Context: an optimization exercise on an open-source flow, tuned for small area. The choices shown serve that exercise and are no tape-out recipe.
The RTL was checked by simulation tests, not by an equivalence proof against the original design.
Power figures rest on the tool's default switching activity, not on a simulated workload.

run 1:
Design bcd_clock_core, start of the top module:
module bcd_clock_core (
    input  wire        clk,
    input  wire        rst,         
    input  wire        cmd_valid,
    input  wire [31:0] cmd,
    input  wire [31:0] now,
    output wire        cmd_ready,
    output wire        bus_req,
    output wire        bus_we,
    output wire [7:0]  bus_addr,
    output wire [7:0]  bus_wdata,
    input  wire        bus_done,
    input  wire [7:0]  bus_rdata,
    input  wire        bus_err,
    output wire [3:0]  led_hour,
    output wire [5:0]  led_min,
    output wire [15:0] pwm,
    output wire [15:0] result,
    output wire [7:0]  status
);
    localparam [3:0] S_IDLE    = 4'd0,
                     S_ENC     = 4'd1,    
                     S_DIV_RES = 4'd2,    
                     S_DIV_PWM = 4'd3,    
                     S_INCH_RH = 4'd4,    
                     S_INCH_WH = 4'd5,    
                     S_INCM_RM = 4'd6,    
                     S_CAR_RH  = 4'd7,    
                     S_CAR_WH  = 4'd8,    
                     S_INCM_WM = 4'd9,    
                     S_SYNC_WH = 4'd10,
                     S_SYNC_WM = 4'd11,
  ...
Size in the first run: ~680 cells after synthesis, about 150 I/O pins, ~5800 um^2 of cells after synthesis.
Settings: LEC_CHECK=0, ABC_AREA=1, CAP_MARGIN=20, CORE_MARGIN=2, CORE_UTILIZATION=40, CTS_BUF_LIST=sky130_fd_sc_hd__clkbuf_8, SLEW_MARGIN=20; clock period 20.0 ns.
standard.sh (not shown) runs the stock make flow with config.mk's settings and CLKGATE_MAP_FILE= SYNTH_SCRIPT=/design/flow/synth_recipe.tcl, a recipe that flattens the netlist after the stock synthesis.
==> flow/flow/run.sh <==
#!/bin/bash
set -euo pipefail
cd "$(dirname "$0")/.."
W=$PWD
R=$W/orfs/results/$FLOW_PLATFORM/bcd_clock_core/base
bash standard.sh synth > synth.log 2>&1
cp $R/1_2_yosys.v $W/1_2_yosys_standard.v
REABC_LIB=$FLOW_HOME/platforms/$FLOW_PLATFORM/lib/sky130_fd_sc_hd__tt_025C_1v80.lib \
REABC_IN=$W/1_2_yosys_standard.v REABC_OUT=$R/1_2_yosys.v \
REABC_SCRIPT=$W/flow/abc.script REABC_STAT=$W/reabc_stat.txt \
  yosys -c $W/flow/reabc.tcl > reabc.log 2>&1
rm -f $R/1_synth.odb $R/1_synth.sdc
bash standard.sh BUFFER_PORTS_ARGS="-buffer_cell sky130_fd_sc_hd__buf_1" finish > layout.log 2>&1
==> flow/flow/abc.script <==
strash
&get -n
&deepsyn -T 30
&dch -f
&nf -R 1000
&put
==> flow/flow/reabc.tcl <==
# Re-map the combinational logic of the standard synthesis netlist with a
# stronger ABC script. Flip-flops are kept as they are (same instances, names
# and cell types); only the gates between them are re-optimised.
set lib $::env(REABC_LIB)
yosys read_liberty -ignore_miss_func $lib
yosys blackbox sky130_fd_sc_hd__*df* sky130_fd_sc_hd__*dl*
yosys read_verilog $::env(REABC_IN)
yosys hierarchy -top $::env(FLOW_TOP)
yosys flatten
yosys rename -hide w:* x:* %d
yosys opt_clean -purge
yosys opt -purge
yosys abc -script $::env(REABC_SCRIPT) -liberty $lib -dont_use *lpflow* -dont_use *probe*
yosys splitnets
yosys opt_clean -purge
yosys hilomap -hicell sky130_fd_sc_hd__conb_1 HI -locell sky130_fd_sc_hd__conb_1 LO
yosys opt_clean -purge
yosys tee -o $::env(REABC_STAT) stat -liberty $lib
yosys write_verilog -noattr -noexpr -nohex -nodec $::env(REABC_OUT)
Run 1 reached the final stage; the timing, DRC and antenna checks on its layout passed.
Relative to run 1, the following input files were edited for run 2:
==> flow/flow/run.sh <==
#!/bin/bash
set -euo pipefail
cd "$(dirname "$0")/.."
W=$PWD
R=$W/orfs/results/$FLOW_PLATFORM/bcd_clock_core/base
LIB=$FLOW_HOME/platforms/$FLOW_PLATFORM/lib/sky130_fd_sc_hd__tt_025C_1v80.lib
bash standard.sh synth > synth.log 2>&1
cp $R/1_2_yosys.v $W/1_2_yosys_standard.v
best=""
best_area=""
pids=()
for s in 1 2 3 4; do
  mkdir -p $W/reabc_$s
  printf 'strash\n&get -n\n&deepsyn -T 60 -S %s\n&dch -f\n&nf -R 1000\n&put\n' $s > $W/reabc_$s/abc.script
  ( cd $W/reabc_$s && REABC_LIB=$LIB REABC_IN=$W/1_2_yosys_standard.v REABC_OUT=$W/reabc_$s/out.v \
      REABC_SCRIPT=$W/reabc_$s/abc.script REABC_STAT=$W/reabc_$s/stat.txt \
      yosys -c $W/flow/reabc.tcl > $W/reabc_$s.log 2>&1 ) &
  pids+=($!)
done
for p in "${pids[@]}"; do wait $p || true; done
for s in 1 2 3 4; do
  a=$(grep "Chip area" $W/reabc_$s/stat.txt 2>/dev/null | awk '{print $NF}' || true)
  [[ -n "$a" && -s $W/reabc_$s/out.v ]] || continue
  if [[ -z "$best" ]] || awk -v a=$a -v b=$best_area 'BEGIN{exit !(a<b)}'; then best=$s; best_area=$a; fi
done
echo "re-mapped netlist: seed $best, area $best_area" > reabc_choice.log
if [[ -n "$best" ]]; then
  cp $W/reabc_$best/out.v $R/1_2_yosys.v
  rm -f $R/1_synth.odb $R/1_synth.sdc
fi
bash standard.sh BUFFER_PORTS_ARGS="-buffer_cell sky130_fd_sc_hd__buf_1" finish > layout.log 2>&1
removed: flow/flow/abc.script
### Flow results
- Run 2: full flow OK, the timing, DRC and antenna checks passed
- Taking run 1 as the reference point, the number of cells in the design after placement of run 2 falls by 3.9%.
- Comparing maximum number of pins on one net before global-route repair for run 2 and run 1, the smaller number came from run 1.
- On maximum vdd ir drop: run 2 sits below run 1.
- In the tables for run 2 and run 1, total routed wirelength reads higher with run 1.
- Diff run 1 -> run 2 | largest stage delay on the critical path | increase of 0.02 ns
### run 2 -> run 3
==> flow/flow/run.sh <==
#!/bin/bash
set -euo pipefail
cd "$(dirname "$0")/.."
W=$PWD
R=$W/orfs/results/$FLOW_PLATFORM/bcd_clock_core/base
bash standard.sh synth > synth.log 2>&1
cp $R/1_2_yosys.v $W/1_2_yosys_standard.v
REABC_LIB=$FLOW_HOME/platforms/$FLOW_PLATFORM/lib/sky130_fd_sc_hd__tt_025C_1v80.lib \
REABC_IN=$W/1_2_yosys_standard.v REABC_OUT=$R/1_2_yosys.v \
REABC_SCRIPT=$W/flow/abc.script REABC_STAT=$W/reabc_stat.txt \
  yosys -c $W/flow/reabc.tcl > reabc.log 2>&1
rm -f $R/1_synth.odb $R/1_synth.sdc
bash standard.sh BUFFER_PORTS_ARGS="-buffer_cell sky130_fd_sc_hd__buf_1" finish > layout.log 2>&1
==> flow/flow/abc.script (new file) <==
strash
&get -n
&deepsyn -T 30
&dch -f
&nf -R 1000
&put
--- a/flow/config.mk
+++ b/flow/config.mk
@@ -10,4 +10,3 @@
 export CORE_MARGIN = 2
 export CORE_UTILIZATION = 40
-export CTS_BUF_LIST = sky130_fd_sc_hd__clkbuf_8
 export SLEW_MARGIN = 20
--- outcome ---
Min met1 usage across run 2 and run 3: run 3
Compared with run 2, run 3 shows a total number of vias that is 3.2% higher.
In the final reports, the cell area of run 3 is larger than that of run 2.
Compared with run 2, run 3 shows a lower largest incremental delay on the critical path.
Run 3: routed length on met1 is 2.2% higher than what run 2 reported.
Re row count: run 2 and run 3 aren't equal, and the higher value belongs to run 3.
Summary of run 3 over run 2: combined global-route utilization of all metal layers decreased 0.18 points; vertical die dimension increased 1.1%; met3 global-route usage increased 0.30 points; sequential power increased about 14%.

bcd_clock_core, a different RTL version from the one above (not shown whole).
For scale: about 600 cells after synthesis, roughly 5300 um^2 of cells after synthesis.
==> flow/config.mk <==
export PLATFORM = sky130hd
export DESIGN_NAME = bcd_clock_core
export DESIGN_NICKNAME = bcd_clock_core
export VERILOG_FILES = /design/flow/design.v
export SDC_FILE = /design/flow/constraint.sdc
export NUM_CORES = 4
export LEC_CHECK = 0
export ABC_AREA = 1
export CAP_MARGIN = 20
export CORE_MARGIN = 2
export CORE_UTILIZATION = 40
export CTS_BUF_LIST = sky130_fd_sc_hd__clkbuf_8
export SLEW_MARGIN = 20
==> flow/constraint.sdc <==
create_clock -name core_clock -period 20.0 [get_ports {clk}]
set_input_delay 4.0000 -clock core_clock [delete_from_list [all_inputs] [get_ports {clk}]]
set_output_delay 4.0000 -clock core_clock [all_outputs]
set_load 0.01 [all_outputs]
==> flow/flow/run.sh <==
#!/bin/bash
set -euo pipefail
cd "$(dirname "$0")/.."
W=$PWD
R=$W/orfs/results/$FLOW_PLATFORM/bcd_clock_core/base
LIB=$FLOW_HOME/platforms/$FLOW_PLATFORM/lib/sky130_fd_sc_hd__tt_025C_1v80.lib
bash standard.sh synth > synth.log 2>&1
cp $R/1_2_yosys.v $W/1_2_yosys_standard.v
best=""
best_area=""
# deepsyn with 8 seeds, NUM_CORES at a time
for batch in "1 2 3 4" "5 6 7 8"; do
  pids=()
  for s in $batch; do
    mkdir -p $W/reabc_$s
    printf 'strash\n&get -n\n&deepsyn -T 60 -S %s\n&dch -f\n&nf -R 1000\n&put\n' $s > $W/reabc_$s/abc.script
    ( cd $W/reabc_$s && REABC_LIB=$LIB REABC_IN=$W/1_2_yosys_standard.v REABC_OUT=$W/reabc_$s/out.v \
        REABC_SCRIPT=$W/reabc_$s/abc.script REABC_STAT=$W/reabc_$s/stat.txt \
        yosys -c $W/flow/reabc.tcl > $W/reabc_$s.log 2>&1 ) &
    pids+=($!)
  done
  for p in "${pids[@]}"; do wait $p || true; done
done
for s in 1 2 3 4 5 6 7 8; do
  a=$(grep "Chip area" $W/reabc_$s/stat.txt 2>/dev/null | awk '{print $NF}' || true)
  [[ -n "$a" && -s $W/reabc_$s/out.v ]] || continue
  if [[ -z "$best" ]] || awk -v a=$a -v b=$best_area 'BEGIN{exit !(a<b)}'; then best=$s; best_area=$a; fi
done
echo "re-mapped netlist: seed $best, area $best_area" > reabc_choice.log
if [[ -n "$best" ]]; then
  cp $W/reabc_$best/out.v $R/1_2_yosys.v
  rm -f $R/1_synth.odb $R/1_synth.sdc
fi
bash standard.sh BUFFER_PORTS_ARGS="-buffer_cell sky130_fd_sc_hd__buf_1" \
  CTS_ARGS="-sink_clustering_enable -repair_clock_nets -buf_list sky130_fd_sc_hd__clkbuf_8 -dont_use_dummy_load" \
  finish > layout.log 2>&1
Scripts as last shown in full above: flow/flow/reabc.tcl
The first run ran to the end with no violations.
Change:
--- a/flow/flow/run.sh
+++ b/flow/flow/run.sh
@@ -10,16 +10,13 @@
 best_area=""
-# deepsyn with 8 seeds, NUM_CORES at a time
-for batch in "1 2 3 4" "5 6 7 8"; do
-  pids=()
-  for s in $batch; do
-    mkdir -p $W/reabc_$s
-    printf 'strash\n&get -n\n&deepsyn -T 60 -S %s\n&dch -f\n&nf -R 1000\n&put\n' $s > $W/reabc_$s/abc.script
-    ( cd $W/reabc_$s && REABC_LIB=$LIB REABC_IN=$W/1_2_yosys_standard.v REABC_OUT=$W/reabc_$s/out.v \
-        REABC_SCRIPT=$W/reabc_$s/abc.script REABC_STAT=$W/reabc_$s/stat.txt \
-        yosys -c $W/flow/reabc.tcl > $W/reabc_$s.log 2>&1 ) &
-    pids+=($!)
-  done
-  for p in "${pids[@]}"; do wait $p || true; done
+pids=()
+for s in 1 2 3 4; do
+  mkdir -p $W/reabc_$s
+  printf 'strash\n&get -n\n&deepsyn -T 60 -S %s\n&dch -f\n&nf -R 1000\n&put\n' $s > $W/reabc_$s/abc.script
+  ( cd $W/reabc_$s && REABC_LIB=$LIB REABC_IN=$W/1_2_yosys_standard.v REABC_OUT=$W/reabc_$s/out.v \
+      REABC_SCRIPT=$W/reabc_$s/abc.script REABC_STAT=$W/reabc_$s/stat.txt \
+      yosys -c $W/flow/reabc.tcl > $W/reabc_$s.log 2>&1 ) &
+  pids+=($!)
 done
-for s in 1 2 3 4 5 6 7 8; do
+for p in "${pids[@]}"; do wait $p || true; done
+for s in 1 2 3 4; do
   a=$(grep "Chip area" $W/reabc_$s/stat.txt 2>/dev/null | awk '{print $NF}' || true)
--- a/flow/config.mk
+++ b/flow/config.mk
@@ -10,4 +10,4 @@
 export CORE_MARGIN = 2
-export CORE_UTILIZATION = 40
-export CTS_BUF_LIST = sky130_fd_sc_hd__clkbuf_8
+export CORE_UTILIZATION = 70
+export PLACE_DENSITY = 0.85
 export SLEW_MARGIN = 20
Effect: The new run finished clean. Register-to-register slack improved by 0.14 ns. Wire length is about the same. Sequential power is about the same. First-iteration DRC count grows by well over a third.
Change:
--- a/flow/config.mk
+++ b/flow/config.mk
@@ -10,4 +10,4 @@
 export CORE_MARGIN = 2
-export CORE_UTILIZATION = 70
-export PLACE_DENSITY = 0.85
+export CORE_UTILIZATION = 40
+export CTS_BUF_LIST = sky130_fd_sc_hd__clkbuf_8
 export SLEW_MARGIN = 20
Routed wire length barely changes.
Core utilization goes down by 36 points.
Hold slack improved by 0.018 ns.
Via count shrinks by about 6%.
Global-route usage goes down by 16 points.
Change:
--- a/flow/config.mk
+++ b/flow/config.mk
@@ -8,3 +8,3 @@
 export ABC_AREA = 1
-export CAP_MARGIN = 20
+export CAP_MARGIN = 0
 export CORE_MARGIN = 2
@@ -12,2 +12,2 @@
 export CTS_BUF_LIST = sky130_fd_sc_hd__clkbuf_8
-export SLEW_MARGIN = 20
+export SLEW_MARGIN = 0
After rerunning: Design area hardly moves. Count of clock-buffer cells in the layout does not change. Sequential share of layout area stays flat. Synthesized cell count does not change.

bcd_clock_core, a different RTL version from the one above (not shown whole).
Size in the first run: roughly 150 I/O pins, roughly 5400 um^2 of cells after synthesis.
==> flow/config.mk <==
export PLATFORM = sky130hd
export DESIGN_NAME = bcd_clock_core
export DESIGN_NICKNAME = bcd_clock_core
export VERILOG_FILES = /design/flow/design.v
export SDC_FILE = /design/flow/constraint.sdc
export NUM_CORES = 4
export LEC_CHECK = 0
export ABC_AREA = 1
export CAP_MARGIN = 20
export CORE_MARGIN = 2
export CORE_UTILIZATION = 40
export CTS_BUF_LIST = sky130_fd_sc_hd__clkbuf_8
export SLEW_MARGIN = 20
==> flow/constraint.sdc <==
create_clock -name core_clock -period 20.0 [get_ports {clk}]
set_input_delay 4.0000 -clock core_clock [delete_from_list [all_inputs] [get_ports {clk}]]
set_output_delay 4.0000 -clock core_clock [all_outputs]
set_load 0.01 [all_outputs]
==> flow/flow/run.sh <==
#!/bin/bash
set -euo pipefail
cd "$(dirname "$0")/.."
W=$PWD
R=$W/orfs/results/$FLOW_PLATFORM/bcd_clock_core/base
LIB=$FLOW_HOME/platforms/$FLOW_PLATFORM/lib/sky130_fd_sc_hd__tt_025C_1v80.lib
bash standard.sh synth > synth.log 2>&1
cp $R/1_2_yosys.v $W/1_2_yosys_standard.v
best=""
best_area=""
pids=()
for s in 1 2 3 4; do
  mkdir -p $W/reabc_$s
  printf 'strash\n&get -n\n&deepsyn -T 60 -S %s\n&dch -f\n&nf -R 1000\n&put\n' $s > $W/reabc_$s/abc.script
  ( cd $W/reabc_$s && REABC_LIB=$LIB REABC_IN=$W/1_2_yosys_standard.v REABC_OUT=$W/reabc_$s/out.v \
      REABC_SCRIPT=$W/reabc_$s/abc.script REABC_STAT=$W/reabc_$s/stat.txt \
      yosys -c $W/flow/reabc.tcl > $W/reabc_$s.log 2>&1 ) &
  pids+=($!)
done
for p in "${pids[@]}"; do wait $p || true; done
for s in 1 2 3 4; do
  a=$(grep "Chip area" $W/reabc_$s/stat.txt 2>/dev/null | awk '{print $NF}' || true)
  [[ -n "$a" && -s $W/reabc_$s/out.v ]] || continue
  if [[ -z "$best" ]] || awk -v a=$a -v b=$best_area 'BEGIN{exit !(a<b)}'; then best=$s; best_area=$a; fi
done
echo "re-mapped netlist: seed $best, area $best_area" > reabc_choice.log
if [[ -n "$best" ]]; then
  cp $W/reabc_$best/out.v $R/1_2_yosys.v
  rm -f $R/1_synth.odb $R/1_synth.sdc
fi
bash standard.sh BUFFER_PORTS_ARGS="-buffer_cell sky130_fd_sc_hd__buf_1" \
  CTS_ARGS="-sink_clustering_enable -repair_clock_nets -buf_list sky130_fd_sc_hd__clkbuf_8 -sink_clustering_size 24 -sink_clustering_max_diameter 250 -dont_use_dummy_load" \
  finish > layout.log 2>&1
Scripts as last shown in full above: flow/flow/reabc.tcl
Then changed:
--- a/flow/flow/run.sh
+++ b/flow/flow/run.sh
@@ -32 +32 @@
-  CTS_ARGS="-sink_clustering_enable -repair_clock_nets -buf_list sky130_fd_sc_hd__clkbuf_8 -sink_clustering_size 24 -sink_clustering_max_diameter 250 -dont_use_dummy_load" \
+  CTS_ARGS="-sink_clustering_enable -repair_clock_nets -buf_list sky130_fd_sc_hd__clkbuf_8 -dont_use_dummy_load" \
What happened: Wire length stays the same. Worst setup slack is unchanged. Flip-flop and latch count stays the same. Synthesized cell count is unchanged. Synthesized area does not change. Die area does not change. Global-route usage does not change. First-iteration DRC count is unchanged.

afterwards: timing with drivers on the ports:
The results above use ideal ports. As a check the final layouts listed here were re-extracted and re-timed, cells and wires unchanged.
Step 1: set_driving_cell puts a clkbuf_16 on clk and a buf_2 on each other input, an assumption about the parent block.
Step 2, shift: input delay + t, output delay - t, t = (earliest + latest rising clock arrival at the registers) / 2. This alone moves slack from input paths to output paths.
a / b / c = ideal / step 1 / step 2; a / b = the first two.
| run | shift t [ns] | setup slack, ns | worst hold slack (ns) |
|---|---|---|---|
| run 1 | 0.424 | 11.413 / 11.394 / 11.394 | 0.485 / 0.485 / 0.485 |
| run 2 | 0.408 | 11.427 / 11.406 / 11.395 | 0.477 / 0.477 / 0.477 |
| run 3 | 0.393 | 11.416 / 11.396 / 11.396 | 0.477 / 0.477 / 0.477 |
| the first run of note 2 | 0.407 | 11.326 / 11.303 / 11.303 | 0.474 / 0.474 / 0.474 |
| the second run of note 2 | 0.400 | 11.344 / 11.324 / 11.324 | 0.456 / 0.456 / 0.456 |
| the third run of note 2 | 0.407 | 11.326 / 11.303 / 11.303 | 0.474 / 0.474 / 0.474 |
| the fourth run of note 2 | 0.405 | 11.331 / 11.307 / 11.307 | 0.475 / 0.475 / 0.475 |
| the first run of note 3 | 0.411 | 11.202 / 11.179 / 11.179 | 0.448 / 0.448 / 0.448 |
| the second run of note 3 | 0.411 | 11.202 / 11.179 / 11.179 | 0.448 / 0.448 / 0.448 |
After both steps every run listed still meets setup and hold. For run 2, which loses most, drivers alone change the setup slack by -0.021 ns; drivers and shift together by -0.032 ns.
